This design comes from an exercise in tuning for small area, a short achievable clock period and few clock cycles per item on the open sky130 flow, not from production work.
Only simulation tests tie the RTL to the original design; equivalence was not proved.
Power and IR drop assume default switching activity.

==> flow/design.v (excerpt) <==
module dtl_hdr_codec (
    input  wire         clk,
    input  wire         rst,
    input  wire         cmd_valid,
    output wire         cmd_ready,
    input  wire         cmd_op,        
    input  wire         cmd_scr_en,    
    input  wire [11:0]  b_plen,
    input  wire [11:0]  b_seq,
    input  wire [3:0]   b_mod,
    input  wire [3:0]   b_fec,
    input  wire [7:0]   b_flen,
    input  wire [7:0]   b_cwid,
    input  wire [13:0]  b_off,
    input  wire [13:0]  b_short,
    input  wire [3:0]   b_emod,
    input  wire [3:0]   b_efec,
    input  wire [767:0] hdr_in,
    output wire         res_valid,
    output wire [95:0]  hdr_out,       
    output wire         res_ok,        
    output wire [11:0]  r_plen,
    output wire [11:0]  r_seq,
    output wire [3:0]   r_mod,
    output wire [3:0]   r_fec,
    output wire [7:0]   r_flen,
    output wire [7:0]   r_cwid,
    output wire [13:0]  r_off,
    output wire [13:0]  r_short,
    output wire [3:0]   r_emod,
    output wire [3:0]   r_efec
);
    localparam HB = 96;
    localparam [95:0] SCR_SEQ = 96'h542de72b306d746440934f70;
    localparam [7:0]  SCR_CRC = 8'h85;
    reg [HB-1:0] body_bits;    
    reg [HB-1:0] sign_bits;    
    integer k;
    always @* begin
        body_bits = {HB{1'b0}};
        for (k = 0; k < 12; k = k + 1) body_bits[ 0 + k] = b_plen [11 - k];
        for (k = 0; k < 12; k = k + 1) body_bits[12 + k] = b_seq  [11 - k];
        for (k = 0; k < 4;  k = k + 1) body_bits[24 + k] = b_mod  [3 - k];
        for (k = 0; k < 4;  k = k + 1) body_bits[28 + k] = b_fec  [3 - k];
        for (k = 0; k < 8;  k = k + 1) body_bits[32 + k] = b_flen [7 - k];
        for (k = 0; k < 8;  k = k + 1) body_bits[40 + k] = b_cwid [7 - k];
        for (k = 0; k < 14; k = k + 1) body_bits[48 + k] = b_off  [13 - k];
        for (k = 0; k < 14; k = k + 1) body_bits[62 + k] = b_short[13 - k];
        for (k = 0; k < 4;  k = k + 1) body_bits[76 + k] = b_emod [3 - k];
        for (k = 0; k < 4;  k = k + 1) body_bits[80 + k] = b_efec [3 - k];
    end
    always @* begin
        for (k = 0; k < HB; k = k + 1) sign_bits[k] = hdr_in[8*k + 7];
    end
    assign cmd_ready = 1'b1;
    reg          a_v;
  ...
For scale: about 660 cells after synthesis, about 1000 I/O pins.
Settings: LEC_CHECK=0, CAP_MARGIN=20, CORE_AREA=10 10 290 290, DIE_AREA=0 0 300 300, SETUP_SLACK_MARGIN=2.95, SLEW_MARGIN=20, SYNTH_HIERARCHICAL=1, SYNTH_MINIMUM_KEEP_SIZE=0, TNS_END_PERCENT=30; clock period 5.0 ns.
standard.sh (not shown) runs the stock make flow with config.mk's settings and CLKGATE_MAP_FILE= SYNTH_SCRIPT=/design/flow/synth_recipe.tcl, a recipe that flattens the netlist after the stock synthesis.
==> flow/flow/run.sh <==
#!/bin/bash
# The standard layout, with two changes to how the cells are sized:
#  - the port buffers are made from the smallest buffer cell (buf_1);
#  - the pins of each header bit sit side by side (flow/io.tcl);
#  - clock tree synthesis adds no dummy loads;
#  - after floorplan, every combinational cell is set to the smallest drive
#    strength of its footprint, so that the later timing repair sizes up
#    only what the timing needs.
# Each tool's output goes to a log of its own in the work folder.
set -euo pipefail
cd "$(dirname "$0")/.."
W=$PWD
R=$W/orfs/results/${FLOW_PLATFORM:-sky130hd}/dtl_hdr_codec/base
PB="BUFFER_PORTS_ARGS=-buffer_cell sky130_fd_sc_hd__buf_1"
IO="PRE_IO_PLACEMENT_TCL=$W/flow/io.tcl"
CTS="CTS_ARGS=-sink_clustering_enable -repair_clock_nets -dont_use_dummy_load"
bash standard.sh "$PB" "$IO" floorplan > flow_make_floorplan.log 2>&1
RESULTS=$R openroad -no_init -exit flow/downsize.tcl > flow_downsize.log 2>&1
bash standard.sh "$PB" "$IO" "$CTS" finish > flow_make_finish.log 2>&1
Other scripts of this flow, unchanged in this note and not shown: flow/flow/downsize.tcl, flow/flow/io.tcl
The baseline produced a clean layout.
Testbench counts at the start, summed over its fixed seeds: cycles 976, items 960.
Rerun with:
Settings changed: SETUP_SLACK_MARGIN 2.95 to 2.85.
The new run ran to the end with no violations.
Wire length went down by about 0.5%.
Global-route usage stays flat.
Critical path depth does not change.
Die area does not change.
Setup slack barely changes.
Total power decreases by about 1.8%.
Final cell count is about the same.
Sequential power hardly moves.
Rerun with:
--- a/flow/flow/run.sh
+++ b/flow/flow/run.sh
@@ -3,5 +3,4 @@
 #  - the port buffers are made from the smallest buffer cell (buf_1);
 #  - the pins of each header bit sit side by side (flow/io.tcl);
-#  - clock tree synthesis adds no dummy loads;
 #  - after floorplan, every combinational cell is set to the smallest drive
 #    strength of its footprint, so that the later timing repair sizes up
@@ -14,6 +13,5 @@
 PB="BUFFER_PORTS_ARGS=-buffer_cell sky130_fd_sc_hd__buf_1"
 IO="PRE_IO_PLACEMENT_TCL=$W/flow/io.tcl"
-CTS="CTS_ARGS=-sink_clustering_enable -repair_clock_nets -dont_use_dummy_load"
 bash standard.sh "$PB" "$IO" floorplan > flow_make_floorplan.log 2>&1
 RESULTS=$R openroad -no_init -exit flow/downsize.tcl > flow_downsize.log 2>&1
-bash standard.sh "$PB" "$IO" "$CTS" finish > flow_make_finish.log 2>&1
+bash standard.sh "$PB" "$IO" finish > flow_make_finish.log 2>&1
Settings changed: SETUP_SLACK_MARGIN 2.85 to 2.8, TNS_END_PERCENT 30 to 10.
=> Sequential share of layout area barely changes; non-clock buffer count goes down by 6; die area does not change; setup slack got worse by 73 ps.
Rerun with:
--- a/flow/flow/run.sh
+++ b/flow/flow/run.sh
@@ -3,4 +3,5 @@
 #  - the port buffers are made from the smallest buffer cell (buf_1);
 #  - the pins of each header bit sit side by side (flow/io.tcl);
+#  - clock tree synthesis adds no dummy loads;
 #  - after floorplan, every combinational cell is set to the smallest drive
 #    strength of its footprint, so that the later timing repair sizes up
@@ -13,5 +14,6 @@
 PB="BUFFER_PORTS_ARGS=-buffer_cell sky130_fd_sc_hd__buf_1"
 IO="PRE_IO_PLACEMENT_TCL=$W/flow/io.tcl"
+CTS="CTS_ARGS=-sink_clustering_enable -repair_clock_nets -dont_use_dummy_load"
 bash standard.sh "$PB" "$IO" floorplan > flow_make_floorplan.log 2>&1
 RESULTS=$R openroad -no_init -exit flow/downsize.tcl > flow_downsize.log 2>&1
-bash standard.sh "$PB" "$IO" finish > flow_make_finish.log 2>&1
+bash standard.sh "$PB" "$IO" "$CTS" finish > flow_make_finish.log 2>&1
Settings changed: SETUP_SLACK_MARGIN 2.8 to 2.9, TNS_END_PERCENT 10 to 30.
After rerunning:
- The new run went through all stages and came out clean
- fmax is higher by 3.1%
- total power is lower by 0.44%
- final area is higher by 1.6%
- synthesized area stays the same
- die area is unchanged
- non-clock buffer count is higher by 8
- worst setup slack improved by 68 ps
- utilization is higher by 0.22 points

-- separate check: timing with driven ports --
The flow's constraints put no driver on any port. The routed layouts listed below were extracted and timed again, unchanged, in two steps.
Step 1: set_driving_cell puts a clkbuf_16 on clk and a buf_2 on each other input, an assumption about the parent block.
Step 2 times the ports against the registers' clock, not the clock port: input delays grow and output delays shrink by t, the midpoint of the rising clock arrivals with the driver on.
Three values: ideal ports, drivers, drivers and shift; two values: the first two.
run	t, ns	setup WS [ns]	hold slack, ns	worst setup path after step 2	clock arrival spread, ns
the first run	0.522	2.835 / 2.835 / 2.505	0.405 / 0.405 / 0.405	input to register	0.032 / 0.033
the second run	0.526	2.833 / 2.782 / 2.463	0.409 / 0.409 / 0.409	input to register	0.033 / 0.033
the third run	0.532	2.760 / 2.754 / 2.450	0.417 / 0.417 / 0.417	input to register	0.019 / 0.019
the fourth run	0.522	2.828 / 2.774 / 2.466	0.411 / 0.411 / 0.411	input to register	0.033 / 0.033
After both steps every run listed still meets setup and hold. For the second run, which loses most, drivers alone change the setup slack by -0.051 ns; drivers and shift together by -0.370 ns.
